Background: an optimization exercise with open tools, aiming at small area, a short achievable clock period and few clock cycles. Do not read the settings as production practice.
Function was checked by simulation only, so behaviour that the tests miss may differ from the original.
No activity file was given, so power comes from the tool's default toggle rates.

`flow/design.v`:
```
module rsu_radix (
    input  wire        clk,
    input  wire        rst,         
    input  wire        start,
    input  wire [7:0]  cmd,         
    input  wire [15:0] len,         
    input  wire [63:0] val,         
    output wire        ready,
    input  wire        in_valid,
    input  wire [7:0]  in_data,
    output wire        in_ready,
    output wire        out_valid,
    output wire [7:0]  out_data,
    input  wire        out_ready,
    output reg         done,
    output wire [2:0]  err,
    output wire [15:0] out_len,
    output reg  [63:0] res          
);
    localparam [4:0] OP_BIN_ENC     = 5'h01,
                     OP_BIN_DEC     = 5'h02,
                     OP_BIN_ENC_INT = 5'h03,
                     OP_BIN_DEC_INT = 5'h04,
                     OP_HEX_ENC     = 5'h05,
                     OP_HEX_DEC     = 5'h06,
                     OP_HEX_ENC_INT = 5'h07,
                     OP_HEX_DEC_INT = 5'h08,
                     OP_B64_ENC     = 5'h09,
                     OP_B64_DEC     = 5'h0A;
    wire [4:0] cmd_op = cmd[4:0];
    reg        cmd_legal;
    always @(*) begin
        case (cmd_op)
            OP_BIN_ENC, OP_HEX_ENC:             cmd_legal = (cmd[7:6] == 2'b00);
            OP_BIN_ENC_INT, OP_HEX_ENC_INT:     cmd_legal = 1'b1;
            OP_BIN_DEC_INT, OP_HEX_DEC_INT:     cmd_legal = (cmd[5] == 1'b0);
            OP_BIN_DEC, OP_HEX_DEC,
            OP_B64_ENC, OP_B64_DEC:             cmd_legal = (cmd[7:5] == 3'b000);
            default:                            cmd_legal = 1'b0;
        endcase
    end
    wire cmd_int_enc = (cmd_op == OP_BIN_ENC_INT) || (cmd_op == OP_HEX_ENC_INT);
    wire cmd_badlen  = (len > 16'd4096) && !cmd_int_enc;
    wire cmd_bin = (cmd_op == OP_BIN_ENC) || (cmd_op == OP_BIN_DEC) ||
                   (cmd_op == OP_BIN_ENC_INT) || (cmd_op == OP_BIN_DEC_INT);
    wire cmd_hex = (cmd_op == OP_HEX_ENC) || (cmd_op == OP_HEX_DEC) ||
                   (cmd_op == OP_HEX_ENC_INT) || (cmd_op == OP_HEX_DEC_INT);
    wire cmd_dec = (cmd_op == OP_BIN_DEC) || (cmd_op == OP_HEX_DEC) ||
                   (cmd_op == OP_BIN_DEC_INT) || (cmd_op == OP_HEX_DEC_INT) ||
                   (cmd_op == OP_B64_DEC);
    wire cmd_int = (cmd_op == OP_BIN_ENC_INT) || (cmd_op == OP_HEX_ENC_INT) ||
                   (cmd_op == OP_BIN_DEC_INT) || (cmd_op == OP_HEX_DEC_INT);
    wire accept  = start && cmd_legal && !cmd_badlen;
    reg        idle;         
    reg        ir;           
    reg        m_bin, m_hex, m_b64, m_dec, m_int, m_delim;
    reg [1:0]  wsel;
    reg [12:0] rem;          
    reg        t0;           
    reg        more;         
    reg [7:0]  ib;           
    reg        ib_v;
    reg [63:0] sh;           
    reg [11:0] bbuf;         
    reg [3:0]  bcnt;         
    reg        first;        
    reg        sp;           
    reg [6:0]  acc;          
    reg [2:0]  dc;           
    reg        bad;          
    reg        eqs;          
    reg [1:0]  qc;           
    reg [15:0] outcnt;       
    reg [2:0]  err_r;
    reg        ov, sv;       
    reg [7:0]  od, sd;
    wire run   = !idle;
    wire cango = run && !sv;            
    wire enc   = !m_dec;
    wire ienc  = m_int && !m_dec;       
    wire [7:0] c = in_data;
    wire is_space = (c == 8'h20);
    wire is_bin   = (c[7:1] == 7'b0011000);
    wire is_digit = (c[7:4] == 4'h3) && (c[3:0] <= 4'h9);
    wire is_af    = (c[7:6] == 2'b01) && (c[4:3] == 2'b00) && (c[2:0] != 3'd0) && (c[2:0] != 3'd7);
    wire hex_ok   = is_digit || is_af;
    wire [3:0] hex_val = is_digit ? c[3:0] : (c[3:0] + 4'd9);
    reg        b64_ok;
    reg  [5:0] b64_val;
    always @(*) begin
        b64_ok  = 1'b1;
        b64_val = 6'd0;
        if (c >= 8'h41 && c <= 8'h5A)      b64_val = c[5:0] - 6'd1;           
        else if (c >= 8'h61 && c <= 8'h7A) b64_val = c[5:0] - 6'd7;           
        else if (is_digit)                 b64_val = {2'b11, c[3:0]} + 6'd4;  
        else if (c == 8'h2B)               b64_val = 6'd62;
        else if (c == 8'h2F)               b64_val = 6'd63;
        else                               b64_ok  = 1'b0;
    end
    wire is_eq = (c == 8'h3D);
    wire k_bin = idle ? cmd_bin : m_bin;
    wire k_hex = idle ? cmd_hex : m_hex;
    reg  [7:0] cls;
    always @(*) begin
        if (k_bin)      cls = {is_bin, is_space, 5'd0, c[0]};
        else if (k_hex) cls = {hex_ok, is_space, 2'd0, hex_val};
        else            cls = {b64_ok, is_eq, b64_val};
    end
    wire       i_ok = ib[7];
    wire       i_se = ib[6];        
    wire [5:0] i_v  = ib[5:0];
    wire dcons = cango && m_dec && ib_v;            
    reg        d_byte;                              
    reg  [7:0] dbyte;
    always @(*) begin
        if (m_bin) begin
            d_byte = i_ok && (dc == 3'd7);
            dbyte  = {acc[6:0], i_v[0]};
        end else if (m_hex) begin
            d_byte = i_ok && dc[0];
            dbyte  = {acc[3:0], i_v[3:0]};
        end else begin
            d_byte = i_ok && !i_se && !eqs && (dc[1:0] != 2'd0);
            case (dc[1:0])
                2'd1:    dbyte = {acc[5:0], i_v[5:4]};
                2'd2:    dbyte = {acc[3:0], i_v[5:2]};
                default: dbyte = {acc[1:0], i_v};
            endcase
        end
    end
    wire d_push = dcons && d_byte && !m_int;        
    wire d_int  = dcons && d_byte && m_int;         
    reg  [7:0] wbyte;                   
    always @(*) begin
        case (wsel)
            2'd0:    wbyte = sh[7:0];
            2'd1:    wbyte = sh[15:8];
            2'd2:    wbyte = sh[31:24];
            default: wbyte = sh[63:56];
        endcase
    end
    wire have  = m_bin ? (bcnt != 4'd0) : m_hex ? (bcnt[3:2] != 2'b00) : (bcnt >= 4'd6);
    wire full  = m_bin ? (bcnt[3:1] != 3'd0) : m_hex ? bcnt[3] : (bcnt == 4'd12);
    wire e_bits = have && !sp;
    wire e_fl   = m_b64 && !more && !have && (bcnt != 4'd0);    
    wire e_pad  = m_b64 && !more && (bcnt == 4'd0) && (outcnt[1:0] != 2'd0);
    wire e_push = cango && enc && (sp || have || e_fl || e_pad);
    wire want  = cango && enc && more && !sp && !(have && full);
    wire take  = in_valid && ir;
    wire ins   = enc && (m_int ? want : take);
    wire used  = ienc ? ins : take;
    wire [3:0] esz   = m_bin ? 4'd1 : m_hex ? 4'd4 : 4'd6;
    wire [3:0] rbits = e_bits ? (bcnt - esz) : (e_fl ? 4'd0 : bcnt);    
    wire [11:0] bkeep = e_bits ? (bbuf << esz) : (e_fl ? 12'd0 : bbuf);
    wire [7:0] ebyte = m_int ? wbyte : in_data;
    wire [11:0] bnew = {ebyte, 4'd0} >> rbits[2:1] >> rbits[2:1];      
    wire [3:0] hnib = bbuf[11:8];
    wire [5:0] sext = bbuf[11:6];
    reg  [7:0] echar;
    always @(*) begin
        if (sp)
            echar = 8'h20;
        else if (m_bin)
            echar = {7'b0011000, bbuf[11]};
        else if (m_hex)
            echar = (hnib < 4'd10) ? {4'h3, hnib} : ({4'h0, hnib} + 8'h37);
        else if (e_pad)
            echar = 8'h3D;
        else if (sext < 6'd26)
            echar = {2'b00, sext} + 8'h41;
        else if (sext < 6'd52)
            echar = {2'b00, sext} + 8'h47;
        else if (sext < 6'd62)
            echar = {2'b00, sext} - 8'd4;
        else if (sext == 6'd62)
            echar = 8'h2B;
        else
            echar = 8'h2F;
    end
    wire       push  = e_push || d_push;
    wire [7:0] pdata = m_dec ? dbyte : echar;
    assign out_valid = ov;
    assign out_data  = od;
    assign ready     = idle;
    assign in_ready  = ir;
    wire fin_clear = !more && (m_dec ? !ib_v : ((bcnt == 4'd0) && !sp && (!m_b64 || outcnt[1:0] == 2'd0)));
    wire fin = run && fin_clear && !sv && (!ov || out_ready);
    wire [3:0] wbytes = 4'd1 << wsel;
    reg        inval;
    always @(*) begin
        if (m_bin)      inval = bad || (dc != 3'd0);
        else if (m_hex) inval = bad || dc[0];
        else            inval = bad || (dc[1:0] == 2'd1) ||
                                (qc != 2'd0 && qc != (2'd0 - dc[1:0]));
        if (m_int) inval = inval || (outcnt != {12'd0, wbytes});
    end
    wire [63:0] wmask = {{32{wsel == 2'd3}}, {16{wsel[1]}}, {8{wsel != 2'd0}}, 8'hFF};
    assign err     = err_r;
    assign out_len = outcnt;            
    wire last1  = (rem[12:2] == 11'd0) && (t0 ? (rem[1:0] == 2'd2) : (rem[1:0] == 2'd1));
    wire more_n = more && !(used && last1);
    wire ib_v_n = take || (ib_v && !dcons);
    wire sv_n   = sv ? !out_ready : (push && ov && !out_ready);
    wire [3:0] bcnt_n = (cango && enc) ? (ins ? (rbits + 4'd8) : rbits) : bcnt;
    wire sp_n   = (cango && enc) ? (ins ? (m_delim && !first) : 1'b0) : sp;
    wire [3:0] bc0 = cango ? rbits : bcnt;                
    wire sp0    = cango ? 1'b0 : sp;
    wire have0  = m_bin ? (bc0 != 4'd0) : m_hex ? (bc0[3:2] != 2'b00) : (bc0 >= 4'd6);
    wire full0  = m_bin ? (bc0[3:1] != 3'd0) : m_hex ? bc0[3] : (bc0 == 4'd12);
    wire ew0    = !sp0 && !(have0 && full0);
    wire ew1    = m_b64 && !rbits[2];
    wire ewant  = !sv_n && (take ? ew1 : ew0);
    wire ir_run = !ienc && more_n && (m_dec ? (!ib_v_n || !sv_n) : ewant);
    wire more0  = (len[12:1] != 12'd0) || (len[0] && !in_valid);
    wire ir_acc = !cmd_int_enc && more0 && (cmd_dec || !in_valid || (!cmd_bin && !cmd_hex));
    always @(posedge clk)
        if (rst)
            res <= 64'd0;
        else if (run && fin_clear && m_dec && m_int && !inval)    
            res <= sh & wmask;
    always @(posedge clk) begin
        if (rst) begin
            idle <= 1'b1;
            ir   <= 1'b1;
            done <= 1'b0;
            ov   <= 1'b0;
            sv   <= 1'b0;
        end else begin
            done <= 1'b0;
            if (idle) begin
                ir <= accept ? ir_acc : 1'b1;
                if (start) begin
                    if (!cmd_legal || cmd_badlen) begin
                        done  <= 1'b1;
                        err_r <= cmd_legal ? 3'd5 : 3'd4;
                    end else begin
                        idle  <= 1'b0;
                    end
                end
            end else if (fin) begin
                idle  <= 1'b1;
                ir    <= 1'b1;
                done  <= 1'b1;
                err_r <= (m_dec && inval) ? 3'd1 : 3'd0;
            end else begin
                ir    <= ir_run;
            end
            sv <= sv_n;
            if (sv) begin
                if (out_ready)
                    od <= sd;
            end else if (push) begin
                if (!ov || out_ready) begin
                    od <= pdata;
                    ov <= 1'b1;
                end else begin
                    sd <= pdata;
                end
            end else if (out_ready) begin
                ov <= 1'b0;
            end
        end
        if (idle) begin
            m_bin   <= cmd_bin;
            m_hex   <= cmd_hex;
            m_b64   <= !cmd_bin && !cmd_hex;
            m_dec   <= cmd_dec;
            m_int   <= cmd_int;
            m_delim <= cmd[5];
            wsel    <= cmd[7:6];
            rem     <= cmd_int_enc ? ({9'd0, 4'd1 << cmd[7:6]}) : len[12:0];
            t0      <= !cmd_int_enc && in_valid;
            more    <= cmd_int_enc || more0;
            sh      <= val;
            bbuf    <= {in_data & {8{!cmd_int_enc && in_valid}}, 4'd0};
            bcnt    <= (!cmd_int_enc && in_valid) ? 4'd8 : 4'd0;
            first   <= !(!cmd_int_enc && in_valid);
            sp      <= 1'b0;
            dc      <= 3'd0;
            bad     <= 1'b0;
            eqs     <= 1'b0;
            qc      <= 2'd0;
            outcnt  <= 16'd0;
            ib      <= cls;
            ib_v    <= start && in_valid;
        end else begin
            more <= more_n;
            if (used)
                rem <= rem - 13'd1;
            if (fin && m_dec && (inval || m_int))
                outcnt <= 16'd0;
            else if (push || d_int)
                outcnt <= outcnt + 16'd1;
            bcnt <= bcnt_n;
            sp   <= sp_n;
            if (cango && enc) begin
                bbuf <= ins ? (bkeep | bnew) : bkeep;
                if (ins)
                    first <= 1'b0;
            end
            if (ienc && want)
                sh <= {sh[55:0], 8'd0};
            if (m_int && m_dec && ib_v && d_byte)
                sh <= {sh[55:0], dbyte};
            ib_v <= ib_v_n;
            if (take)
                ib <= cls;
            if (dcons) begin
                if (m_bin) begin
                    if (i_ok) begin
                        acc <= {acc[5:0], i_v[0]};
                        dc  <= dc + 3'd1;
                    end else if (!i_se) begin
                        bad <= 1'b1;
                    end
                end else if (m_hex) begin
                    if (i_ok) begin
                        acc[3:0] <= i_v[3:0];
                        dc       <= {2'b00, ~dc[0]};
                    end else if (!i_se) begin
                        bad <= 1'b1;
                    end
                end else begin
                    if (i_se) begin
                        eqs <= 1'b1;
                        if (qc != 2'd3) qc <= qc + 2'd1;
                    end else if (i_ok && !eqs) begin
                        acc[5:0] <= i_v;
                        dc       <= {1'b0, dc[1:0] + 2'd1};
                    end else begin
                        bad <= 1'b1;
                    end
                end
            end
        end
    end
endmodule
```
`flow/flow/run.sh`:
```
#!/bin/bash
# Standard ORFS layout (standard synthesis unchanged), with the port buffers
# made of the smallest plain buffer instead of the default choice.
set -euo pipefail
bash standard.sh BUFFER_PORTS_ARGS="-buffer_cell sky130_fd_sc_hd__buf_1" finish > orfs_flow.log 2>&1
```
`flow/standard.sh`:
```
#!/bin/bash
# synth_recipe.tcl (not shown) runs the flow's synth.tcl, then flattens the netlist and writes it again
# the make line also repeats each setting of config.mk as NAME=value (left out here)
make -C /OpenROAD-flow-scripts/flow DESIGN_CONFIG=/design/flow/config.mk WORK_HOME=/design/flow/orfs CLKGATE_MAP_FILE= SYNTH_SCRIPT=/design/flow/synth_recipe.tcl "${@:-finish}"
```
`flow/config.mk`:
```
export PLATFORM = sky130hd
export DESIGN_NAME = rsu_radix
export DESIGN_NICKNAME = rsu_radix
export VERILOG_FILES = /design/flow/design.v
export SDC_FILE = /design/flow/constraint.sdc
export NUM_CORES = 4
export LEC_CHECK = 0
export ABC_AREA = 1
export CAP_MARGIN = 20
export CORE_MARGIN = 2
export CORE_UTILIZATION = 60
export PLACE_DENSITY = 0.75
export SETUP_SLACK_MARGIN = 5.0
export SLEW_MARGIN = 20
```
`flow/constraint.sdc`:
```
create_clock -name core_clock -period 8.0 [get_ports {clk}]
set_input_delay 1.6000 -clock core_clock [delete_from_list [all_inputs] [get_ports {clk}]]
set_output_delay 1.6000 -clock core_clock [all_outputs]
set_load 0.01 [all_outputs]
```
==> run notes, run 1 <==
- Total routed wirelength: 40.3 mm
- GPL Wtd Cong: around 0.96
- Area contributors post-synth: edfxtp_1, dfxtp_1, nand2_1
- #FFs+latches synth: approximately 230
- Area of placed instances: 0.0137 sq mm
- Top-area cell type share of the netlist area: 30.4%
- First-pass GRT wire length: 62.0 mm
- YS warnings: 1
- Area Growth Syn to Fin: 16.5%
- Top_reg_cell synth: edfxtp_1
- RSZ-0062 raised after global routing: yes
- Largest net degree at the start of global routing: 65
- Max incr delay on CP: ~570 ps
- CTS tree: done
- Setup TNS: 0 ps
- Crit-path slowest cell: dfxtp_4
- CP arrival: 1310 ps
- Final setup vio count: 0
- I/O pins: 196
- Post-synth EDFFs: 130
- Worst Hold End: res[9]
- Reg-to-reg slack, setup: ~5200 ps
- Status: finished clean
- Hold_buf cts: 0
- Antenna violations before repair: 0
- Async SR Flop Fraction: 0%
- Period utilisation layout: a little over a third
- Layout Skew: 22.1 ps
- Critical-path maximum fanout: 15
- GRT overflow: 0
- Synth cell types: 57
- Root Buffer: clkbuf_16
- Worst reg2reg path startpoint: wsel[1]
- Post-detail-place hpwl: 27.6 mm
- Fin crit period: 2910 ps
- Most frequent cell after synthesis: nand2_1
- Seq/Total Area, Yosys: 46.2%
- DP Worst Slack: 3960 ps
- Worst hold start: res[9]
- Htree depth: 1
- Placement row count: 53
- Max-cap violations: 0
- Mapped cell area: ~0.013 sq mm
- Drt pass-1 iters: 6
- Depth of the worst hold-timing path: 2
- Via density: 6.05
- Residual DRC: 0
- Routed Antenna Nets: 0
- CTS sink cnt: 231
- Design Area, Final: 0.0150 sq mm
- Leak: 6.01 nW
- Hold violation total from the final report: 0
- CP Cell Sequence: buf_1
- Nature of the critical path startpoint: flop
- Layout cells sized above 1: approximately 8.1%
- Diodes inserted: 0
- Cells after synthesis: 1658
- Core area: between 0.02 and 0.025 sq mm
- CTS clk-pin slew, worst paths: roughly 60 ps
- R2R cell count: 12
- Hold Path Class: flop to flop
- CTS buffer count: 26
- Slew headroom: 42.6%
- Final worst slack: about 5100 ps
- Non-Filler Instances: 2130
- Synth top cells by count: nand2_1, inv_1, o21ai_0, edfxtp_1, nand3_1
- Cell accounting for the most synthesized area: edfxtp_1
- Worst EP required: roughly 6400 ps
- Max-slew violation count: 0
- Final net count: 1966
- Dpl cells: 2064
- Peak supply drop: approximately 0.14 mV
- Vias: 12900
- Die area: 0.0226 sq mm
- Initial detailed-routing violation count: 1398
- Mean Syn Cell Area: 7.74 sq um
- Die Span Y: 150 um
- Cell area power density: 199 mW/mm^2
- WL per Instance: ~19 um
- GRT Total Usage: 34.8%
- Measured slew at the worst slew-check pin: 857 ps
- Post-Syn Nets: around 1800
- Worst skew pair latency: 560 ps
- Crit-path leading delay family: flip-flops
- Port bufs: 194
- Critical Path End Type: output pin
- Buf/Inv on CP: 1
- Deepest clock path buffer count: 3
- DIE WIDTH: 150 um
- Overall power: ~3.0 mW
- Worst setup path class: flop to output pin
- Starting Density: 61.0%
- Reg2reg end: bbuf[7]
- Max Fclk: 344 MHz
- Number of global-route vias before repair: approximately 12000
timing repair:
item,CTS,global route
gates cloned,2,1
buffers inserted,6,9
pin swaps,1,0
setup endpoints to repair,172,164
gates resized for setup,24,28
flip-flops by register name (all words and copies together) (netlist names), 2 cells and up:
name and count:
outcnt 16, wsel 2, err_r 2, acc 7, ib 8, res 64
bcnt 4, bbuf 12, qc 2, rem 13, dc 3, od 8
sd 8, sh 64
layout by cell type, fill, tap and decap left out, types with 5 or more instances in the layout:
cell type / instances
inv_1: 143
a21oi_1: 120
xnor2_1: 6
nand2_1: 470
a31oi_1: 12
nand4_1: 19
clkbuf_16: 26
edfxtp_1: 130
inv_2: 13
o21ai_0: 128
o31ai_1: 5
buf_4: 16
xor2_1: 18
nor2_2: 9
nand3_1: 126
o211ai_1: 10
nor2_1: 94
ha_1: 24
clkinvlp_4: 11
buf_1: 188
dfxtp_1: 98
o221ai_1: 14
nor2_4: 6
nor3_1: 26
nor4_1: 8
a211oi_1: 7
o22ai_1: 28
where the power goes:
part / internal [mW] / switching, mW
combinational: 0.116 / 0.237
clock: 0.749 / 0.531
sequential: 1.30 / 0.0402
kinds of logic after synthesis:
kind of cell / after synthesis / share of synthesized area, %
AO/OA/AOI/OAI: 352 / 15.5
adder cells (fa/ha/maj): 30 / 2.98
flip-flops: 231 / 46.2
XOR/XNOR: 25 / 1.71
multiplexers: 1 / 0.0780
other: 1 / 0.0292
AND/OR/NAND/NOR: 780 / 26.1
buffers and inverters: 238 / 7.42
per-stage QoR:
step	util, %	hold WS (ps)
after floorplan	-	426
after global placement	65.1	434
after detailed placement	65.1	445
after CTS	70.4	465
after global routing	71.1	477
final	71.1	469
how the worst max path moves through the flow:
| stage | startpoint | endpoint | slack [ps] | cells past startpoint |
|---|---|---|---|---|
| after floorplan | in_data[2] | ib[3] | 4910 | 12 |
| after global placement | wsel[1] | res[61] | 4040 | 12 |
| after detailed placement | wsel[1] | res[1] | 3960 | 12 |
| after CTS | in_data[3] | ib[2] | 5010 | 11 |
| after global routing | cmd[3] | ib[0] | 4930 | 11 |
| final | idle | ready | 5090 | 1 |
metal layers:
metal | GRT usage, % | vias up | share of wire [%] | routed length [um]
li1 | - | 5994 | - | -
met1 | 48.9 | 6002 | 41 | 16600
met2 | 54.1 | 770 | 45 | 17900
met3 | 6.12 | 114 | 11 | 4290
met4 | 12.6 | 0 | 3.7 | 1500
met5 | 0 | - | 0 | 0
final cells by class:
cell class                 instances  area, sq um
clock buffer                      29          682
clock inverter                    19          233
sequential                       231         5930
tap                              275          344
fill                            1744         6070
timing repair inverter             2         10.0
multi-input combinational       1189         6090
timing repair buffer             217          990
inverter                         168          671
Testbench counts, summed over its fixed seeds: cycles 30,049.
==> inputs of run 2 (changes only) <==
--- a/flow/config.mk
+++ b/flow/config.mk
@@ -11,4 +11,4 @@
 export CORE_UTILIZATION = 60
 export PLACE_DENSITY = 0.75
-export SETUP_SLACK_MARGIN = 5.0
+export SETUP_SLACK_MARGIN = 4.9
 export SLEW_MARGIN = 20
==> run 2 against run 1 <==
  * Via count fell by 1.5%
  * Still clean
  * Combinational power barely moved
  * Design area fell by 0.44%
==> run notes, run 2 <==
- Number of global-route vias before repair: 11500 (-2.4%)
- Core area: 0.0210 sq mm (unchanged)
- Seq/Total Area, Yosys: 46.2% (unchanged)
- Mapped cell area: 0.0128 sq mm (unchanged)
- GPL Wtd Cong: 0.950 (-0.53%)
- Residual DRC: 0 (unchanged)
- CTS sink cnt: 231 (unchanged)
- Leak: 6.02 nW (+0.24%)
- DIE WIDTH: 150 um (unchanged)
- Hold Path Class: flop to flop
- Area contributors post-synth: edfxtp_1, dfxtp_1, nand2_1
- Async SR Flop Fraction: 0% (unchanged)
- CTS tree: done
- Final core area utilization: 70.8% (-0.31 points)
- YS warnings: 1 (unchanged)
- Largest net degree at the start of global routing: 67 (+3.1%)
- Critical Path End Type: flop
- Starting Density: 61.0% (unchanged)
- DP Worst Slack: 3870 ps (-95.8 ps)
- Nature of the critical path startpoint: input pin
- Die Span Y: 150 um (unchanged)
- Area Growth Syn to Fin: 16.0%
- Commonest non-fill, non-tap cell in the layout: nand2_1
- Worst skew pair latency: 530 ps (-30 ps)
- Via density: 5.96 (-1.4%)
- Post-synth EDFFs: 130 (unchanged)
- Max-slew violation count: 0 (unchanged)
- Hold violation total from the final report: 0 (unchanged)
- Worst EP required: 8280 ps (+1880 ps)
- GRT overflow: 0 (unchanged)
- Commonest cells after routing, fill and taps aside: nand2_1, buf_1, inv_1
- Biggest regs: res x64, sh x64, outcnt x16
- GRT Total Usage: 34.3% (-0.47 points)
- Status: finished clean
- Hold_buf cts: 0 (unchanged)
- Fin crit period: 3010 ps (+99.2 ps)
- Antenna violations before repair: 0 (unchanged)
- Most frequent cell after synthesis: nand2_1
- #FFs+latches synth: 231 (unchanged)
- CTS clk-pin slew, worst paths: 60 ps (about the same)
- Final net count: 1965 (-0.051%)
- Worst hold start: res[19]
- Routed Antenna Nets: 0 (unchanged)
- Min Hold Slack: 468 ps (-0.414 ps)
- Post-Syn Nets: 1789 (unchanged)
- Measured slew at the worst slew-check pin: 770 ps (-87.7 ps)
- Layout cells sized above 1: 7.29% (-0.80 points)
- Final worst slack: 4990 ps (-99.2 ps)
- R2R cell count: 12 (unchanged)
- Period utilisation layout: 37.6% (+1.2 points)
- Placement row count: 53 (unchanged)
- Critical-path maximum fanout: 8 (-7)
- Root Buffer: clkbuf_16
- Post-detail-place hpwl: 27.6 mm (about the same)
- Initial detailed-routing violation count: 1415 (+1.2%)
- Synth top cells by count: nand2_1, inv_1, o21ai_0, edfxtp_1, nand3_1
- Synth cell types: 57 (unchanged)
- Cell area power density: 195 mW/mm^2 (-1.8%)
- RSZ-0062 raised after global routing: yes
- Max-cap violations: 0 (unchanged)
- Dpl cells: 2064 (unchanged)
- Mean Syn Cell Area: 7.74 sq um (unchanged)
- Worst Hold End: res[19]
- Final setup vio count: 0 (unchanged)
- Diodes inserted: 0 (unchanged)
- Deepest clock path buffer count: 3 (unchanged)
- Setup TNS: 0 ps (unchanged)
- Vias: 12700 (-1.5%)
- Peak supply drop: 0.179 mV (+23%)
- WL per Instance: 18.7 um (-1.1%)
- Layout Skew: 13.1 ps (-9.07 ps)
- Top_reg_cell synth: edfxtp_1
- CP arrival: 3280 ps (+1970 ps)
- Reg2reg end: od[2]
- Max Fclk: 333 MHz (-3.3%)
- Top-area cell type share of the netlist area: 30.4% (unchanged)
- Die area: 0.0226 sq mm (unchanged)
- Depth of the worst hold-timing path: 2 (unchanged)
- Worst reg2reg path startpoint: bbuf[8]
- Port bufs: 194 (unchanged)
- Total routed wirelength: 39.8 mm (-1.3%)
- Reg-to-reg slack, setup: 5090 ps (-80 ps)
- Worst Setup SP: in_data[1]
- Cell accounting for the most synthesized area: edfxtp_1
- Non-Filler Instances: 2127 (-0.14%)
- Worst setup path class: input pin to flop
- Slew headroom: 48.6% (+6.1 points)
- Cells after synthesis: 1658 (unchanged)
- Htree depth: 1 (unchanged)
- Drt pass-1 iters: 6 (unchanged)
- First-pass GRT wire length: 61.0 mm (-1.7%)
- I/O pins: 196 (unchanged)
- CTS buffer count: 25 (-3.8%)
==> run 2: cell count changes in the layout (fill, tap and decap cells not counted), moves of 2 or more <==
cell / change
o21ai_0: +2
inv_1: +4
nand2_2: +2
inv_2: -2
o21ai_1: -2
ha_2: -2
clkbuf_1: +6
clkinv_4: -3
buf_2: +2
ha_1: +2
clkinvlp_4: -7
clkbuf_4: -2
==> run 2: cell families after synthesis <==
logic type	after synthesis	share of synthesized area, %
AND/OR/NAND/NOR	780	26.1
other	1	0.0292
multiplexers	1	0.0780
buffers and inverters	238	7.42
adder cells (fa/ha/maj)	30	2.98
XOR/XNOR	25	1.71
AO/OA/AOI/OAI	352	15.5
flip-flops	231	46.2
==> run 2: final cells by class <==
cell class              instances  area, sq um
multi-input cells            1189         6070
flip-flops and latches        231         5930
repair buffers                218         1020
clock inverters                10          160
fillers                      1755         6140
well taps                     275          344
clock buffers                  35          693
inverters                     168          657
repair inverters                1         5.00
==> run 2: through the flow <==
step           power [mW]  instance area (sq um)
2_1_floorplan        1.57                  12900
3_3_place_gp         1.68                  13700
3_5_place_dp         1.68                  13700
4_1_cts              2.88                  14700
5_1_grt              3.00                  14900
6_report             2.90                  14900
==> run 2: repair_timing <==
action / 4_1_cts / 5_1_grt
gates resized for setup: 17 / 24
pin swaps: 1 / 2
gates cloned: 2 / 1
buffers inserted: 3 / 12
setup endpoints to repair: 173 / 171
==> run 2: metal layers <==
| metal | vias up | global-route usage (%) | wire, um |
|---|---|---|---|
| li1 | 5999 | - | - |
| met1 | 5812 | 49.0 | 16400 |
| met2 | 759 | 53.0 | 18000 |
| met3 | 113 | 5.30 | 3950 |
| met4 | 0 | 12.7 | 1440 |
| met5 | - | 0 | 0 |
==> run 2: report_power, final <==
group / switching [mW] / internal, mW / total, mW
Clock: 0.480 / 0.734 / 1.21
Sequential: 0.0388 / 1.30 / 1.34
Combinational: 0.237 / 0.114 / 0.351
==> run 2: how the worst max path moves through the flow <==
stage / to / slack [ps] / cells past startpoint
detailed placement: res[23] / 3870 / 12
CTS: sd[4] / 4920 / 9
global placement: res[18] / 4050 / 12
floorplan: ib[1] / 4870 / 11
finish: ib[3] / 4990 / 12
global route: ib[3] / 4820 / 12
==> run 2: critical path, cell delays in order <==
cell	delay, ps
buf_2	170
inv_1	170
ha_2	250
o21ai_2	100
nor4_2	300
o22ai_1	120
nand2_1	170
inv_2	90
nand2_1	60
a31oi_1	60
a21oi_1	130
nor2_1	50
==> inputs of run 3 (changes only) <==
--- a/flow/config.mk
+++ b/flow/config.mk
@@ -9,6 +9,6 @@
 export CAP_MARGIN = 20
 export CORE_MARGIN = 2
-export CORE_UTILIZATION = 60
-export PLACE_DENSITY = 0.75
-export SETUP_SLACK_MARGIN = 4.9
+export CORE_UTILIZATION = 50
+export PLACE_DENSITY = 0.7
+export SETUP_SLACK_MARGIN = 5.0
 export SLEW_MARGIN = 20
==> run 3 against run 2 <==
  * Setup slack gained 93 ps
  * Design area grew 0.89%
  * Clock power is essentially flat
  * Sequential share of layout area shrank 0.34 points
  * Cell count grew 2.7%
  * Count of clock-buffer cells in the layout shrank 6
  * Register-to-register slack gained 100 ps
  * Critical path type is now flop to output pin
==> run notes, run 3 <==
- Commonest non-fill, non-tap cell in the layout: nand2_1
- Top-area cell type share of the netlist area: 30.4% (unchanged)
- Vias: 12600 (-0.64%)
- Worst Setup SP: idle
- Core area: 0.0252 sq mm (+20%)
- Number of global-route vias before repair: 11300 (-1.5%)
- GRT overflow: 0 (unchanged)
- Port bufs: 194 (unchanged)
- CP Cell Sequence: buf_1
- Mapped cell area: 0.0128 sq mm (unchanged)
- Depth of the worst hold-timing path: 2 (unchanged)
- WL per Instance: 18.6 um (-0.69%)
- Synth top cells by count: nand2_1, inv_1, o21ai_0, edfxtp_1, nand3_1
- Cell area power density: 192 mW/mm^2 (-1.7%)
- Worst setup path class: flop to output pin
- Worst reg2reg path startpoint: m_bin
- Die Span Y: 164 um (+9.3%)
- Measured slew at the worst slew-check pin: 894 ps (+125 ps)
- Area of placed instances: 0.0138 sq mm (+0.69%)
- Worst hold start: res[41]
- YS warnings: 1 (unchanged)
- Placement row count: 58 (+9.4%)
- Hold Path Class: flop to flop
- Top_reg_cell synth: edfxtp_1
- Fin crit period: 2910 ps (-92.9 ps)
- DIE WIDTH: 164 um (+9.3%)
- Root Buffer: clkbuf_16
- Buf/Inv on CP: 1 (-2)
- Crit-path leading delay family: flip-flops
- Largest net degree at the start of global routing: 65 (-3.0%)
- Leak: 6.05 nW (+0.56%)
- Final setup vio count: 0 (unchanged)
- Total routed wirelength: 40.6 mm (+2.0%)
- CP arrival: 1310 ps (-1970 ps)
- Area Growth Syn to Fin: 17.0%
- GPL Wtd Cong: 0.947 (-0.38%)
- Most frequent cell after synthesis: nand2_1
- Max-slew violation count: 0 (unchanged)
- CTS tree: done
- Post-synth EDFFs: 130 (unchanged)
- Non-Filler Instances: 2184 (+2.7%)
- Diodes inserted: 0 (unchanged)
- R2R cell count: 20 (+8)
- Starting Density: 51.0% (-10 points)
- Routed Antenna Nets: 0 (unchanged)
- Reg-to-reg slack, setup: 5190 ps (+100 ps)
- Synth cell types: 57 (unchanged)
- GRT Total Usage: 28.6% (-5.7 points)
- Max incr delay on CP: 590 ps (+290 ps)
- Htree depth: 1 (unchanged)
- Area contributors post-synth: edfxtp_1, dfxtp_1, nand2_1
- CTS sink cnt: 231 (unchanged)
- Mean Syn Cell Area: 7.74 sq um (unchanged)
- Post-detail-place hpwl: 28.6 mm (+3.7%)
- Critical Path End Type: output pin
- Die area: 0.0270 sq mm (+19%)
- Min Hold Slack: 467 ps (-0.974 ps)
- I/O pins: 196 (unchanged)
- Antenna violations before repair: 0 (unchanged)
- Initial detailed-routing violation count: 1426 (+0.78%)
- RSZ-0062 raised after global routing: yes
- Final core area utilization: 59.6% (-11 points)
- Post-Syn Nets: 1789 (unchanged)
- Worst EP required: 6400 ps (-1880 ps)
- Cell accounting for the most synthesized area: edfxtp_1
- Layout cells sized above 1: 8.25% (+0.96 points)
- Peak supply drop: 0.175 mV (-2.1%)
- Setup TNS: 0 ps (unchanged)
- Design Area, Final: 0.0150 sq mm (+0.89%)
- Max-cap violations: 0 (unchanged)
- CTS buffer count: 25 (unchanged)
- Async SR Flop Fraction: 0% (unchanged)
- Commonest cells after routing, fill and taps aside: nand2_1, buf_1, inv_1
- CTS clk-pin slew, worst paths: 60 ps (about the same)
- Seq/Total Area, Yosys: 46.2% (unchanged)
- Reg2reg end: ir
- Hold violation total from the final report: 0 (unchanged)
- Drt pass-1 iters: 6 (unchanged)
- Residual DRC: 0 (unchanged)
- Deepest clock path buffer count: 3 (unchanged)
- Max Fclk: 343 MHz (+3.2%)
- Final net count: 1967 (+0.10%)
- Via density: 5.77 (-3.2%)
- Worst Hold End: res[41]
- #FFs+latches synth: 231 (unchanged)
- Cells after synthesis: 1658 (unchanged)
- Biggest regs: res x64, sh x64, outcnt x16
- Period utilisation layout: 36.4% (-1.2 points)
- Nature of the critical path startpoint: flop
- Dpl cells: 2121 (+2.8%)
- Layout Skew: 9.01 ps (-4.07 ps)
- First-pass GRT wire length: 60.5 mm (-0.79%)
- Critical-path maximum fanout: 24 (+16)
- Status: finished clean
- Crit-path slowest cell: dfxtp_4
- Slew headroom: 40.1% (-8.5 points)
- Worst skew pair latency: 530 ps (about the same)
==> run 3: cell counts after synthesis <==
Identical to the previous run, type by type.
==> run 3: logic make-up after synthesis <==
logic type      Yosys count  share of synthesized area, %
fa+ha+maj                30                          2.98
xor+xnor                 25                          1.71
simple gates            780                          26.1
other cells               1                        0.0292
mux                       1                        0.0780
flops                   231                          46.2
compound gates          352                          15.5
buf+inv                 238                          7.42
==> run 3: report_power, final <==
part           leakage [nW]  internal [mW]  switching [mW]  total [mW]
Combinational          3.46          0.117           0.240       0.357
Sequential             2.18           1.30          0.0389        1.34
Clock                 0.415          0.687           0.499        1.19
==> run 3: per-stage QoR <==
step	setup WS [ps]	total power, mW
final	5090	2.88
after global routing	4970	2.97
after CTS	5020	2.86
after detailed placement	3760	1.68
after global placement	3980	1.68
after floorplan	4910	1.57
==> run 3: cell type report <==
| class | instances | area [sq um] |
|---|---|---|
| repair inverters | 1 | 5.00 |
| clock buffers | 29 | 692 |
| repair buffers | 218 | 1010 |
| inverters | 168 | 687 |
| well taps | 330 | 413 |
| flip-flops and latches | 231 | 5930 |
| multi-input cells | 1191 | 6130 |
| fillers | 2358 | 10200 |
| clock inverters | 16 | 150 |
==> run 3: per-layer routing <==
| metal | GRT usage [%] | wire length (um) | share of wire (%) |
|---|---|---|---|
| met1 | 41.7 | 16800 | 41 |
| met5 | 0 | 0 | 0 |
| met4 | 10.6 | 1680 | 4.1 |
| met3 | 3.94 | 4050 | 10 |
| met2 | 43.4 | 18000 | 44 |
==> run 3: worst max path at each step <==
stage	endpoint	slack, ps	depth (start not counted)
floorplan	ib[3]	4910	12
global placement	res[33]	3980	12
detailed placement	res[11]	3760	12
CTS	res[24]	5020	14
global route	ib[0]	4970	12
finish	ready	5090	1
==> run 3: what timing repair did <==
item / CTS / global route
gates cloned: 1 / 3
endpoints found under the setup margin: 175 / 82
hold buffers: 0 / 0
pin swaps: 1 / 4
setup buffers: 5 / 9
resized for setup: 27 / 40
==> inputs of run 4 (changes only) <==
==> flow/flow/run.sh (replaced) <==
#!/bin/bash
# Standard ORFS layout (standard synthesis unchanged), with the port buffers
# made of the smallest plain buffer, and timing repair aimed 5.35 ns below the
# clock period.
set -euo pipefail
bash standard.sh BUFFER_PORTS_ARGS="-buffer_cell sky130_fd_sc_hd__buf_1" SETUP_SLACK_MARGIN=5.35 finish > orfs_flow.log 2>&1
--- a/flow/config.mk
+++ b/flow/config.mk
@@ -9,6 +9,5 @@
 export CAP_MARGIN = 20
 export CORE_MARGIN = 2
-export CORE_UTILIZATION = 50
-export PLACE_DENSITY = 0.7
-export SETUP_SLACK_MARGIN = 5.0
+export CORE_UTILIZATION = 60
+export PLACE_DENSITY = 0.75
 export SLEW_MARGIN = 20
==> run 4 against run 3 <==
  * Critical endpoint is now ir
  * Cell count is 1.8% higher
  * Global-route usage up 7.5 points
  * Sequential share of layout area is 3.9 points lower
  * Clock power up 5%
  * Sequential power barely moved
  * Count of clock-buffer cells in the layout increased by 8
==> run notes, run 4 <==
- Status: finished clean
- Deepest clock path buffer count: 3 (unchanged)
- DIE WIDTH: 150 um (-8.5%)
- Critical path's most frequent cell: nand2_1
- CP Cell Sequence: buf_12 > nor2_4 > clkinv_4 > buf_12 > ha_1 > nand2_1 > nor2_1 > a211oi_1 > nand2_1 > xor2_2 > nand2_1 > o21ai_0 > nand2_1 > nand2_1 > nand2_1 > nand2_1 > nand2_1 > nand2_1 > nand2_1
- Overall power: 3.07 mW (+6.5%)
- Die area: 0.0226 sq mm (-16%)
- Top-area cell type share of the netlist area: 30.4% (unchanged)
- Port bufs: 194 (unchanged)
- Biggest regs: res x64, sh x64, outcnt x16
- Htree depth: 1 (unchanged)
- Design Area, Final: 0.0170 sq mm (+13%)
- Cell accounting for the most synthesized area: edfxtp_1
- Peak supply drop: 0.158 mV (-9.7%)
- Final core area utilization: 80.7% (+21 points)
- Mapped cell area: 0.0128 sq mm (unchanged)
- Cell area power density: 181 mW/mm^2 (-5.7%)
- Critical-path maximum fanout: 4 (-83%)
- CTS sink cnt: 231 (unchanged)
- Worst EP required: 8420 ps (+2020 ps)
- CTS tree: done
- Measured slew at the worst slew-check pin: 663 ps (-232 ps)
- Reg-to-reg slack, setup: 5230 ps (+40 ps)
- Post-Syn Nets: 1789 (unchanged)
- Total routed wirelength: 45.3 mm (+12%)
- Setup TNS: 0 ps (unchanged)
- Worst skew pair latency: 550 ps (+20 ps)
- RSZ-0062 raised after global routing: yes
- Max incr delay on CP: 360 ps (-230 ps)
- GRT Total Usage: 36.1% (+7.5 points)
- Antenna violations before repair: 0 (unchanged)
- GPL Wtd Cong: 0.981 (+3.6%)
- Max-slew violation count: 0 (unchanged)
- Hold Path Class: flop to flop
- Worst Hold End: acc[0]
- Area contributors post-synth: edfxtp_1, dfxtp_1, nand2_1
- Final net count: 2060 (+4.7%)
- Non-Filler Instances: 2224 (+1.8%)
- Core area: 0.0210 sq mm (-17%)
- CTS clk-pin slew, worst paths: 60 ps (about the same)
- Nature of the critical path startpoint: flop
- Slew headroom: 55.6% (+15 points)
- Synth top cells by count: nand2_1, inv_1, o21ai_0, edfxtp_1, nand3_1
- Via density: 6.15 (+6.6%)
- Commonest cells after routing, fill and taps aside: nand2_1, edfxtp_1, inv_1
- Worst reg2reg path startpoint: m_bin
- Max Fclk: 360 MHz (+5.0%)
- Most frequent cell after synthesis: nand2_1
- Root Buffer: clkbuf_16
- Synth cell types: 57 (unchanged)
- Die Span Y: 150 um (-8.5%)
- Crit-path slowest cell: dfxtp_4
- R2R cell count: 19 (-5.0%)
- Drt pass-1 iters: 6 (unchanged)
- Final setup vio count: 0 (unchanged)
- Fin crit period: 2770 ps (-138 ps)
- GRT overflow: 0 (unchanged)
- Area of placed instances: 0.0138 sq mm (about the same)
- Number of global-route vias before repair: 11900 (+5.5%)
- Commonest non-fill, non-tap cell in the layout: nand2_1
- Largest net degree at the start of global routing: 74 (+14%)
- Layout cells sized above 1: 26.5% (+18 points)
- Min Hold Slack: 452 ps (-14.9 ps)
- Dpl cells: 2064 (-2.7%)
- Reg2reg end: ir
- Async SR Flop Fraction: 0% (unchanged)
- Area Growth Syn to Fin: 32.2%
- Depth of the worst hold-timing path: 0 (-2)
- Vias: 13700 (+8.6%)
- Worst setup path class: flop to flop
- YS warnings: 1 (unchanged)
- CTS buffer count: 26 (+4.0%)
- Period utilisation layout: 34.7% (-1.7 points)
- Leak: 7.24 nW (+20%)
- Mean Syn Cell Area: 7.74 sq um (unchanged)
- Cells after synthesis: 1658 (unchanged)
- I/O pins: 196 (unchanged)
- WL per Instance: 20.4 um (+9.6%)
- First-pass GRT wire length: 64.0 mm (+5.8%)
- Critical Path End Type: flop
- DP Worst Slack: 3810 ps (+43.3 ps)
- Routed Antenna Nets: 0 (unchanged)
- #FFs+latches synth: 231 (unchanged)
- Post-synth EDFFs: 130 (unchanged)
- Starting Density: 61.0% (+10 points)
- Residual DRC: 0 (unchanged)
- CP arrival: 3200 ps (+1890 ps)
- Max-cap violations: 0 (unchanged)
- Final worst slack: 5230 ps (+138 ps)
- Post-detail-place hpwl: 27.2 mm (-4.8%)
- Initial detailed-routing violation count: 1524 (+6.9%)
- Worst hold start: ib[0]
- Hold violation total from the final report: 0 (unchanged)
- Placement row count: 53 (-8.6%)
- Seq/Total Area, Yosys: 46.2% (unchanged)
- Top_reg_cell synth: edfxtp_1
- Diodes inserted: 0 (unchanged)
- Layout Skew: 16.8 ps (+7.84 ps)
[run 4: routing by layer]
metal	global-route usage, %	up-vias	part of all wire [%]
met4	11.6	0	4.4
met1	50.5	6277	38
li1	-	6191	-
met5	0	-	0
met3	6.12	186	12
met2	57.5	1026	46
[run 4: cells by family after synthesis]
group | after synthesis | synth area share (%)
and+or+nand+nor | 780 | 26.1
AOI/OAI and AO/OA | 352 | 15.5
buffers and inverters | 238 | 7.42
DFF | 231 | 46.2
adders and majority gates | 30 | 2.98
xor gates and xnor gates | 25 | 1.71
other | 1 | 0.0292
muxes | 1 | 0.0780
[run 4: repair_timing]
item	4_1_cts	5_1_grt
pin swaps	14	53
setup endpoints to repair	280	241
hold buffers	0	0
buffers inserted	47	53
resized for setup	192	240
gates cloned	9	3
[run 4: cell type report]
class / count / area (sq um)
Clock buffer: 37 / 752
Clock inverter: 11 / 141
Fill cell: 1420 / 4060
Inverter: 168 / 722
Multi-Input combinational cell: 1190 / 6700
Sequential cell: 231 / 6030
Tap cell: 275 / 344
Timing Repair Buffer: 310 / 2260
Timing Repair inverter: 2 / 13.8
[run 4: critical path: cells and delay by family, from the launching register on]
kind,cells,cell delay [ps]
AND/OR/NAND/NOR,12,1030
flip-flops,1,360
XOR/XNOR,1,290
AO/OA/AOI/OAI,2,350
adder cells (fa/ha/maj),1,260
buffers and inverters,3,350
[run 4: how the worst max path moves through the flow]
stage          startpoint  endpoint  cells past startpoint
5_1_grt             m_bin        ir                     19
6_report            m_bin        ir                     19
3_5_place_dp      wsel[1]   res[35]                     12
3_3_place_gp      wsel[1]   res[10]                     12
4_1_cts              idle     ready                      2
2_1_floorplan  in_data[2]     ib[3]                     12
[run 4: power breakdown]
group | switching [mW] | internal [mW] | total (mW)
combinational | 0.305 | 0.182 | 0.488
sequential | 0.0356 | 1.30 | 1.33
clock | 0.501 | 0.750 | 1.25
total | 0.842 | 2.23 | 3.07
==> inputs of run 5 (changes only) <==
==> flow/flow/run.sh (replaced) <==
#!/bin/bash
# Standard ORFS layout (standard synthesis unchanged), with the port buffers
# made of the smallest plain buffer, and timing repair aimed 5.25 ns below the
# clock period.
set -euo pipefail
bash standard.sh BUFFER_PORTS_ARGS="-buffer_cell sky130_fd_sc_hd__buf_1" SETUP_SLACK_MARGIN=5.25 finish > orfs_flow.log 2>&1
==> run 5 against run 4 <==
  * Register-to-register slack worse by 40 ps
  * Synthesized cell count unchanged
  * Largest power group unchanged
  * Clock skew is essentially flat
  * Count of clock-buffer cells in the layout shrank 4
  * Non-clock buffer count fell by 64
  * Still clean on timing, DRC and antenna
  * Power shrank 5.4%
  * Via count fell by 4.2%
  * Setup slack got worse by 48 ps
  * Routed wire length fell by 6.4%
  * Critical path type is now flop to output pin
  * Die area did not move
  * Sequential cell count unchanged
  * Design area down 8.6%
==> run notes, run 5 <==
- Status: finished clean
- WL per Instance: 19.6 um (-3.6%)
- Slew headroom: 42.0% (-14 points)
- Post-Syn Nets: 1789 (unchanged)
- Worst EP required: 6400 ps (-2020 ps)
- Period utilisation layout: 35.3% (+0.59 points)
- Die area: 0.0226 sq mm (unchanged)
- Initial detailed-routing violation count: 1617 (+6.1%)
- Via density: 6.06 (-1.4%)
- Commonest non-fill, non-tap cell in the layout: nand2_1
- Cells after synthesis: 1658 (unchanged)
- Antenna violations before repair: 0 (unchanged)
- Async SR Flop Fraction: 0% (unchanged)
- First-pass GRT wire length: 63.5 mm (-0.86%)
- Hold Path Class: flop to flop
- #FFs+latches synth: 231 (unchanged)
- GRT Total Usage: 36.1% (-0.081 points)
- Crit-path leading delay family: flip-flops
- Synth cell types: 57 (unchanged)
- Fin crit period: 2820 ps (+47.6 ps)
- YS warnings: 1 (unchanged)
- Max-slew violation count: 0 (unchanged)
- I/O pins: 196 (unchanged)
- Area Growth Syn to Fin: 20.8%
- Deepest clock path buffer count: 3 (unchanged)
- Post-synth EDFFs: 130 (unchanged)
- Worst skew pair latency: 550 ps (about the same)
- # fillers: 1647 (+16%)
- GPL Wtd Cong: 0.981 (about the same)
- Placement row count: 53 (unchanged)
- Reg2reg end: res[30]
- Reg-to-reg slack, setup: 5190 ps (-40 ps)
- Nature of the critical path startpoint: flop
- GRT overflow: 0 (unchanged)
- Setup TNS: 0 ps (unchanged)
- CTS tree: done
- Starting Density: 61.0% (unchanged)
- Final core area utilization: 73.8% (-6.9 points)
- Buf/Inv on CP: 2 (-1)
- Port bufs: 194 (unchanged)
- Layout Skew: 16.5 ps (-0.314 ps)
- R2R cell count: 14 (-5)
- Mapped cell area: 0.0128 sq mm (unchanged)
- Final net count: 1996 (-3.1%)
- CTS clk-pin slew, worst paths: 60 ps (about the same)
- Layout cells sized above 1: 12.1% (-14 points)
- Synth top cells by count: nand2_1, inv_1, o21ai_0, edfxtp_1, nand3_1
- Diodes inserted: 0 (unchanged)
- Critical path depth: 2 (-17)
- CTS buffer count: 26 (unchanged)
- Wire length on met1: 17.3 mm (+1.4%)
- Mean Syn Cell Area: 7.74 sq um (unchanged)
- Commonest cells after routing, fill and taps aside: nand2_1, buf_1, edfxtp_1
- CP Cell Sequence: buf_16 > buf_6
- Worst reg2reg path startpoint: dc[0]
- Area contributors post-synth: edfxtp_1, dfxtp_1, nand2_1
- Critical Path End Type: output pin
- Post-detail-place hpwl: 27.3 mm (+0.33%)
- Max incr delay on CP: 420 ps (+60 ps)
- Met3 Routed Length: 4.85 mm (-10%)
- Most frequent cell after synthesis: nand2_1
- RSZ-0062 raised after global routing: yes
- Final setup vio count: 0 (unchanged)
- Max-cap violations: 0 (unchanged)
- Core area: 0.0210 sq mm (unchanged)
- Drt pass-1 iters: 7 (+1)
- Worst setup path class: flop to output pin
- Max layer used: met4
- Top-area cell type share of the netlist area: 30.4% (unchanged)
- Cell accounting for the most synthesized area: edfxtp_1
- Measured slew at the worst slew-check pin: 870 ps (+207 ps)
- Htree depth: 1 (unchanged)
- Die Span Y: 150 um (unchanged)
- Residual DRC: 0 (unchanged)
- Top_reg_cell synth: edfxtp_1
- Leak: 6.29 nW (-13%)
- Vias: 13100 (-4.2%)
- Peak supply drop: 0.151 mV (-4.5%)
- Hold_buf cts: 0 (unchanged)
- CP arrival: 1220 ps (-1980 ps)
- Critical-path maximum fanout: 4 (unchanged)
- Worst hold start: res[20]
- Hold violation total from the final report: 0 (unchanged)
- Largest net degree at the start of global routing: 75 (+1.4%)
- Seq/Total Area, Yosys: 46.2% (unchanged)
- CTS sink cnt: 231 (unchanged)
- Root Buffer: clkbuf_16
- Routed Antenna Nets: 0 (unchanged)
- Total routed wirelength: 42.4 mm (-6.4%)
- Depth of the worst hold-timing path: 2 (+2)
- Worst Hold End: res[20]
- Crit-path slowest cell: dfxtp_4
- Biggest regs: res x64, sh x64, outcnt x16
- Cell area power density: 187 mW/mm^2 (+3.5%)
- Max Fclk: 354 MHz (-1.7%)
- Met2 wire length: 18.8 mm (-9.7%)
- DIE WIDTH: 150 um (unchanged)
- Number of global-route vias before repair: 11700 (-1.7%)
[run 5: power by group]
group          leakage, nW  internal (mW)  switching (mW)  total [mW]
logic                 3.70          0.132           0.249       0.380
registers             2.18           1.30          0.0396        1.34
clock network        0.404          0.681           0.505        1.19
total                 6.29           2.11           0.794        2.91
[run 5: area by class of cell]
type / instances / area (sq um) / share of cell area [%]
Clock inverter: 15 / 139 / 0.896
Tap cell: 275 / 344 / 2.22
Timing Repair Buffer: 246 / 1430 / 9.19
Multi-Input combinational cell: 1190 / 6240 / 40.3
Sequential cell: 231 / 5950 / 38.4
Inverter: 168 / 693 / 4.47
Clock buffer: 33 / 697 / 4.49
Timing Repair inverter: 2 / 12.5 / 0.0807
[run 5: per-layer routing]
metal  vias up  global-route usage (%)
met5         -                       0
met1      6028                    52.3
met4         0                    11.3
met2       861                    54.8
li1       6078                       -
met3       133                    6.79
[run 5: worst min-delay path, stage by stage (launching register included)]
cell     delay, ps
dfxtp_1        310
nand2_1         60
a21oi_1         50
[run 5: kinds of logic after synthesis]
logic type,share of synthesized area [%]
mux,0.0780
simple gates,26.1
buf+inv,7.42
xor+xnor,1.71
compound gates,15.5
flops,46.2
other cells,0.0292
fa+ha+maj,2.98
[run 5: worst max-delay path by stage]
| stage | from | endpoint | slack (ps) |
|---|---|---|---|
| floorplan | in_data[2] | ib[3] | 4910 |
| global placement | wsel[1] | res[34] | 4030 |
| detailed placement | wsel[1] | res[38] | 3880 |
| CTS | idle | ready | 5180 |
| global route | dc[0] | res[30] | 5090 |
| finish | idle | ready | 5180 |
[run 5: repair_timing]
item                       CTS  global route
gates cloned                 7             4
hold endpoints to repair     0             0
pin swaps                    3            13
setup endpoints to repair  236           188
resized for setup           57            71
setup buffers               19            19
[run 5: stage by stage]
step	worst slack [ps]	cell area [sq um]	hold slack [ps]	power, mW	cells
6_report	5180	15500	467	2.91	2160
5_1_grt	5090	15500	482	2.98	2160
4_1_cts	5180	15100	466	2.87	2137
3_5_place_dp	3880	13700	446	1.68	2063
3_3_place_gp	4030	13700	445	1.68	2063
2_1_floorplan	4910	13000	426	1.57	1658
==> inputs of run 6 (changes only) <==
==> flow/flow/run.sh (replaced) <==
#!/bin/bash
# Standard ORFS layout (standard synthesis unchanged), with the port buffers
# made of the smallest plain buffer, and timing repair aimed 5.15 ns below the
# clock period.
set -euo pipefail
bash standard.sh BUFFER_PORTS_ARGS="-buffer_cell sky130_fd_sc_hd__buf_1" SETUP_SLACK_MARGIN=5.15 finish > orfs_flow.log 2>&1
==> run 6 against run 5 <==
  * Critical path type unchanged
  * Clock power down 5%
  * Utilization shrank 1.3 points
  * Register-to-register slack barely moved
  * Non-clock buffer count fell by 14
  * Largest power group unchanged
  * Sequential cell count is the same
  * First-iteration DRC count is 0.80% higher
  * Global-route usage shrank 0.75 points
==> run notes, run 6 <==
- CP arrival: 1240 ps (+20 ps)
- Synth cell types: 57 (unchanged)
- P_int: 2.06 mW (-2.4%)
- Worst hold start: ib[0]
- Worst reg2reg path startpoint: m_dec
- Largest net degree at the start of global routing: 75 (unchanged)
- Crit-path slowest cell: dfxtp_4
- Max-cap violations: 0 (unchanged)
- Core area: 0.0210 sq mm (unchanged)
- CTS buffer count: 25 (-3.8%)
- Mapped cell area: 0.0128 sq mm (unchanged)
- Depth of the worst hold-timing path: 0 (-2)
- Commonest non-fill, non-tap cell in the layout: nand2_1
- Max Fclk: 352 MHz (-0.55%)
- Die area: 0.0226 sq mm (unchanged)
- Hold Path Class: flop to flop
- Initial detailed-routing violation count: 1630 (+0.80%)
- Vias: 12900 (-1.5%)
- Reg2reg end: sd[7]
- Placement row count: 53 (unchanged)
- Logic gate share of total power: 13.0% (about the same)
- Critical-path maximum fanout: 10 (+6)
- I/O pins: 196 (unchanged)
- Routed Antenna Nets: 0 (unchanged)
- YS warnings: 1 (unchanged)
- GRT Total Usage: 35.3% (-0.75 points)
- GRT overflow: 0 (unchanged)
- Period utilisation layout: 35.5% (+0.20 points)
- CP Cell Sequence: buf_16 > buf_2
- Seq/Total Area, Yosys: 46.2% (unchanged)
- Starting Density: 61.0% (unchanged)
- CTS clk-pin slew, worst paths: 60 ps (about the same)
- Die Span Y: 150 um (unchanged)
- Cell area power density: 186 mW/mm^2 (-0.51%)
- Slew headroom: 44.2% (+2.2 points)
- Cell accounting for the most synthesized area: edfxtp_1
- Dpl cells: 2065 (+0.097%)
- Htree depth: 1 (unchanged)
- Status: finished clean
- Diodes inserted: 0 (unchanged)
- Buf/Inv on CP: 2 (unchanged)
- Antenna violations before repair: 0 (unchanged)
- Switching share of total power: 27.4% (+0.10 points)
- DIE WIDTH: 150 um (unchanged)
- Non-Filler Instances: 2144 (-0.74%)
- Worst Hold End: acc[0]
- Commonest cells after routing, fill and taps aside: nand2_1, buf_1, inv_1
- Fin crit period: 2840 ps (+15.6 ps)
- Hold violation total from the final report: 0 (unchanged)
- Clock network power share: 39.9% (-0.9 points)
- Synth top cells by count: nand2_1, inv_1, o21ai_0, edfxtp_1, nand3_1
- Critical Path End Type: output pin
- WL per Instance: 19.1 um (-2.7%)
- RSZ-0062 raised after global routing: yes
- Total routed wirelength: 40.9 mm (-3.4%)
- Number of global-route vias before repair: 11500 (-1.7%)
- Final core area utilization: 72.4% (-1.3 points)
- Via density: 6.02 (-0.76%)
- Worst EP required: 6400 ps (about the same)
- Leak: 6.20 nW (-1.5%)
- Crit-path leading delay family: flip-flops
- Async SR Flop Fraction: 0% (unchanged)
- GPL Wtd Cong: 0.990 (+0.87%)
- Area contributors post-synth: edfxtp_1, dfxtp_1, nand2_1
- Setup TNS: 0 ps (unchanged)
- Mean Syn Cell Area: 7.74 sq um (unchanged)
- Final net count: 1981 (-0.75%)
- Flip-flop and latch area: 0.00593 sq mm (-0.32%)
- Top-area cell type share of the netlist area: 30.4% (unchanged)
- Biggest regs: res x64, sh x64, outcnt x16
- Worst setup path class: flop to output pin
- CTS sink cnt: 231 (unchanged)
- Final setup vio count: 0 (unchanged)
- Worst skew pair latency: 550 ps (about the same)
- Psw: 0.778 mW (-1.9%)
- Drt pass-1 iters: 6 (-1)
- R2R cell count: 6 (-8)
- Area occupied by multi-input gates: 0.00619 sq mm (-0.80%)
- Deepest clock path buffer count: 3 (unchanged)
- Post-Syn Nets: 1789 (unchanged)
- Port bufs: 194 (unchanged)
- Post-synth EDFFs: 130 (unchanged)
- Residual DRC: 0 (unchanged)
- #FFs+latches synth: 231 (unchanged)
- Layout Skew: 9.87 ps (-6.66 ps)
- Design Area, Final: 0.0152 sq mm (-1.8%)
- First-pass GRT wire length: 62.5 mm (-1.6%)
- Overall power: 2.84 mW (-2.3%)
- Reg-to-reg slack, setup: 5190 ps (about the same)
- Root Buffer: clkbuf_16
- Max incr delay on CP: 390 ps (-30 ps)
- # fillers: 1689 (+2.6%)
- CTS tree: done
- Layout cells sized above 1: 9.36% (-2.8 points)
- Top_reg_cell synth: edfxtp_1
- Peak supply drop: 0.141 mV (-6.9%)
- Most frequent cell after synthesis: nand2_1
- Flop pwr share: 47.1% (+1.0 points)
- Nature of the critical path startpoint: flop
- Measured slew at the worst slew-check pin: 836 ps (-33.2 ps)
- Area Growth Syn to Fin: 18.7%
- Max-slew violation count: 0 (unchanged)
- Area of placed instances: 0.0137 sq mm (about the same)
- Post-detail-place hpwl: 27.3 mm (+0.10%)
- Cells after synthesis: 1658 (unchanged)
==> run 6: area by class of cell <==
cell class	count	share of cell area, %
clock inverters	14	0.690
repair buffers	232	8.36
repair inverters	2	0.0822
well taps	275	2.26
inverters	168	4.50
multi-input cells	1190	40.7
flip-flops and latches	231	39.0
clock buffers	32	4.48
==> run 6: metal layers <==
| metal | global-route usage, % | up-vias | wire length (um) |
|---|---|---|---|
| li1 | - | 6031 | - |
| met1 | 51.7 | 5927 | 16800 |
| met2 | 53.6 | 820 | 18300 |
| met3 | 6.21 | 126 | 4560 |
| met4 | 10.7 | 0 | 1330 |
| met5 | 0 | - | 0 |
==> run 6: cell families after synthesis <==
group	after synthesis	synth area share, %
simple gates	780	26.1
mux	1	0.0780
fa+ha+maj	30	2.98
other cells	1	0.0292
xor+xnor	25	1.71
buf+inv	238	7.42
flops	231	46.2
compound gates	352	15.5
==> run 6: power groups by stage <==
| stage | sequential (mW) | clock (mW) | combinational [mW] |
|---|---|---|---|
| finish | 1.34 | 1.13 | 0.369 |
| global route | 1.34 | 1.18 | 0.403 |
| CTS | 1.33 | 1.13 | 0.335 |
| detailed placement | 1.36 | 0 | 0.318 |
| global placement | 1.36 | 0 | 0.317 |
| floorplan | 1.34 | 0 | 0.230 |
==> run 6: through the flow <==
stage	setup slack (ps)	hold slack (ps)
after floorplan	4910	426
after global placement	4000	438
after detailed placement	3850	446
after CTS	5150	460
after global routing	5080	463
final	5160	462
==> run 6: how the worst max path moves through the flow <==
stage	startpoint	to	slack [ps]	cells after the start
final	idle	ready	5160	2
after global routing	m_dec	sd[7]	5080	6
after CTS	in_data[3]	ib[3]	5150	13
after detailed placement	wsel[1]	res[56]	3850	12
after global placement	wsel[1]	res[61]	4000	12
after floorplan	in_data[2]	ib[3]	4910	12
==> run 6: worst reg2reg max path, cell delays in order (launching register included) <==
cell and delay [ps]:
edfxtp_1 740, nand2_1 300, nor2_1 510, nand3_1 130
nand2_1 140, nand2_1 110, nor3_2 510
==> run 6: timing repair <==
action,in CTS,in global routing
buffers inserted,8,16
hold buffers,0,0
gates cloned,7,2
pin swaps,1,7
gates resized for setup,49,45
setup endpoints to repair,196,159
==> inputs of run 7 (changes only) <==
==> flow/flow/run.sh (replaced) <==
#!/bin/bash
# Standard ORFS layout (standard synthesis unchanged), with the port buffers
# made of the smallest plain buffer, and timing repair aimed 5.2 ns below the
# clock period.
set -euo pipefail
bash standard.sh BUFFER_PORTS_ARGS="-buffer_cell sky130_fd_sc_hd__buf_1" SETUP_SLACK_MARGIN=5.2 finish > orfs_flow.log 2>&1
==> run 7 against run 6 <==
  * First-iteration DRC count fell by 9.3%
  * Cell count rose by 1.0%
  * Non-clock buffer count grew 22
  * Hold slack improved by 5.4 ps
  * Critical path type unchanged
  * Largest power group unchanged
  * Sequential power about the same
==> run notes, run 7 <==
- Status: finished clean
- Post-detail-place hpwl: 27.4 mm (+0.42%)
- Layout Skew: 27.0 ps (+17.2 ps)
- Htree depth: 1 (unchanged)
- Diodes inserted: 0 (unchanged)
- Layout cells sized above 1: 11.7% (+2.3 points)
- Hold violation total from the final report: 0 (unchanged)
- WL per Instance: 19.1 um (+0.11%)
- Slew headroom: 45.9% (+1.7 points)
- Setup TNS: 0 ps (unchanged)
- Cell accounting for the most synthesized area: edfxtp_1
- Starting Density: 61.0% (unchanged)
- Reg2reg end: res[55]
- CTS buffer count: 25 (unchanged)
- Worst EP required: 6400 ps (about the same)
- Initial detailed-routing violation count: 1478 (-9.3%)
- Worst setup path class: flop to output pin
- Core area: 0.0210 sq mm (unchanged)
- Leak: 6.27 nW (+1.3%)
- Hold Path Class: flop to flop
- Largest net degree at the start of global routing: 65 (-13%)
- Final net count: 2003 (+1.1%)
- Async SR Flop Fraction: 0% (unchanged)
- Commonest non-fill, non-tap cell in the layout: nand2_1
- DIE WIDTH: 150 um (unchanged)
- CTS tree: done
- Antenna violations before repair: 0 (unchanged)
- YS warnings: 1 (unchanged)
- Die Span Y: 150 um (unchanged)
- RSZ-0062 raised after global routing: yes
- Cell area power density: 183 mW/mm^2 (-1.8%)
- Worst skew pair latency: 530 ps (-20 ps)
- GRT overflow: 0 (unchanged)
- Max Fclk: 359 MHz (+2.0%)
- I/O pins: 196 (unchanged)
- Seq/Total Area, Yosys: 46.2% (unchanged)
- Worst Hold End: res[14]
- Max-slew violation count: 0 (unchanged)
- R2R cell count: 14 (+8)
- Root Buffer: clkbuf_16
- GPL Wtd Cong: 0.978 (-1.2%)
- Critical Path End Type: output pin
- #FFs+latches synth: 231 (unchanged)
- Worst hold start: res[14]
- Biggest regs: res x64, sh x64, outcnt x16
- Port bufs: 194 (unchanged)
- CTS sink cnt: 231 (unchanged)
- Synth top cells by count: nand2_1, inv_1, o21ai_0, edfxtp_1, nand3_1
- # fillers: 1673 (-0.95%)
- Overall power: 2.83 mW (-0.34%)
- Mean Syn Cell Area: 7.74 sq um (unchanged)
- Max-cap violations: 0 (unchanged)
- Peak supply drop: 0.215 mV (+53%)
- First-pass GRT wire length: 61.5 mm (-1.5%)
- Measured slew at the worst slew-check pin: 811 ps (-25.6 ps)
- Post-synth EDFFs: 130 (unchanged)
- Critical-path maximum fanout: 11 (+1)
- Vias: 13000 (+0.96%)
- Nature of the critical path startpoint: flop
- Top-area cell type share of the netlist area: 30.4% (unchanged)
- Number of global-route vias before repair: 11600 (+0.26%)
- Fin crit period: 2780 ps (-55.4 ps)
- CP arrival: 1180 ps (-60 ps)
- Hold_buf cts: 0 (unchanged)
- Post-Syn Nets: 1789 (unchanged)
- Final setup vio count: 0 (unchanged)
- Area occupied by multi-input gates: 0.00627 sq mm (+1.2%)
- Area of placed instances: 0.0137 sq mm (about the same)
- Cells after synthesis: 1658 (unchanged)
- Die area: 0.0226 sq mm (unchanged)
- DP Worst Slack: 3980 ps (+128 ps)
- CTS clk-pin slew, worst paths: 60 ps (about the same)
- Drt pass-1 iters: 6 (unchanged)
- Depth of the worst hold-timing path: 2 (+2)
- Via density: 6.01 (about the same)
- Synth cell types: 57 (unchanged)
- Worst reg2reg path startpoint: dc[0]
- Residual DRC: 0 (unchanged)
- Design Area, Final: 0.0155 sq mm (+1.5%)
- Commonest cells after routing, fill and taps aside: nand2_1, buf_1, inv_1
- Final core area utilization: 73.5% (+1.1 points)
- Period utilisation layout: 34.8% (-0.69 points)
- Mapped cell area: 0.0128 sq mm (unchanged)
- Final worst slack: 5220 ps (+55.4 ps)
- Deepest clock path buffer count: 3 (unchanged)
- Top_reg_cell synth: edfxtp_1
- Reg-to-reg slack, setup: 5310 ps (+120 ps)
- Flip-flop and latch area: 0.00594 sq mm (+0.11%)
- Total routed wirelength: 41.4 mm (+1.1%)
- Placement row count: 53 (unchanged)
- Most frequent cell after synthesis: nand2_1
- GRT Total Usage: 34.6% (-0.65 points)
- Area Growth Syn to Fin: 20.5%
- Routed Antenna Nets: 0 (unchanged)
- Area contributors post-synth: edfxtp_1, dfxtp_1, nand2_1
==> run 7: cell counts after synthesis <==
No cell type changed its count.
==> run 7: how the worst max path moves through the flow <==
stage / from / endpoint / slack [ps]
floorplan: in_data[2] / ib[3] / 4910
global placement: wsel[1] / res[18] / 4180
detailed placement: wsel[1] / res[42] / 3980
CTS: idle / ready / 5180
global route: m_bin / bbuf[4] / 5090
finish: idle / ready / 5220
==> run 7: kinds of logic (layout without fill, tap and decap cells) <==
| logic type | after synthesis | after routing | synth area share, % |
|---|---|---|---|
| and+or+nand+nor | 780 | 782 | 26.1 |
| AOI/OAI and AO/OA | 352 | 352 | 15.5 |
| buffers and inverters | 238 | 469 | 7.42 |
| DFF | 231 | 231 | 46.2 |
| adders and majority gates | 30 | 30 | 2.98 |
| xor gates and xnor gates | 25 | 25 | 1.71 |
| other | 1 | 1 | 0.0292 |
| muxes | 1 | 1 | 0.0780 |
==> run 7: layout make-up <==
| class | count | share of cell area [%] |
|---|---|---|
| clock inverter | 6 | 0.227 |
| timing repair inverter | 1 | 0.0324 |
| tap | 275 | 2.23 |
| sequential | 231 | 38.4 |
| timing repair buffer | 254 | 9.28 |
| inverter | 168 | 4.44 |
| clock buffer | 40 | 4.80 |
| multi-input combinational | 1191 | 40.6 |
==> run 7: repair_timing <==
item                                    CTS  global route
endpoints found under the setup margin  196           160
gates cloned                              5             4
pin swaps                                 5            14
resized for setup                        46            72
buffers inserted                         12            35
==> run 7: worst max-delay path, stage by stage, from the launching register on <==
cell     delay (ps)
dfxtp_4         390
buf_16          140
buf_2           130
==> run 7: where the power goes <==
part	internal [mW]	total (mW)	switching [mW]
Clock	0.634	1.11	0.471
Combinational	0.134	0.385	0.250
Sequential	1.30	1.34	0.0390
==> run 7: layer usage <==
metal | up-vias | GRT usage (%) | wire length [um]
met5 | - | 0 | 0
met4 | 0 | 10.3 | 1300
met3 | 96 | 6.00 | 4200
met2 | 740 | 54.2 | 19000
met1 | 6115 | 49.5 | 16900
li1 | 6077 | - | -
==> run 7: stage by stage <==
stage          hold slack, ps  cells
6_report                  468   2166
5_1_grt                   490   2166
4_1_cts                   470   2127
3_5_place_dp              459   2064
3_3_place_gp              456   2064
2_1_floorplan             426   1658

Check on run 7: ideal ports give 5.218 ns setup slack; a clkbuf_16 on the clock port and buf_2 on the inputs give 5.169 ns; moving port delays by the midpoint clock arrival (0.566 ns) as well gives 4.741 ns.
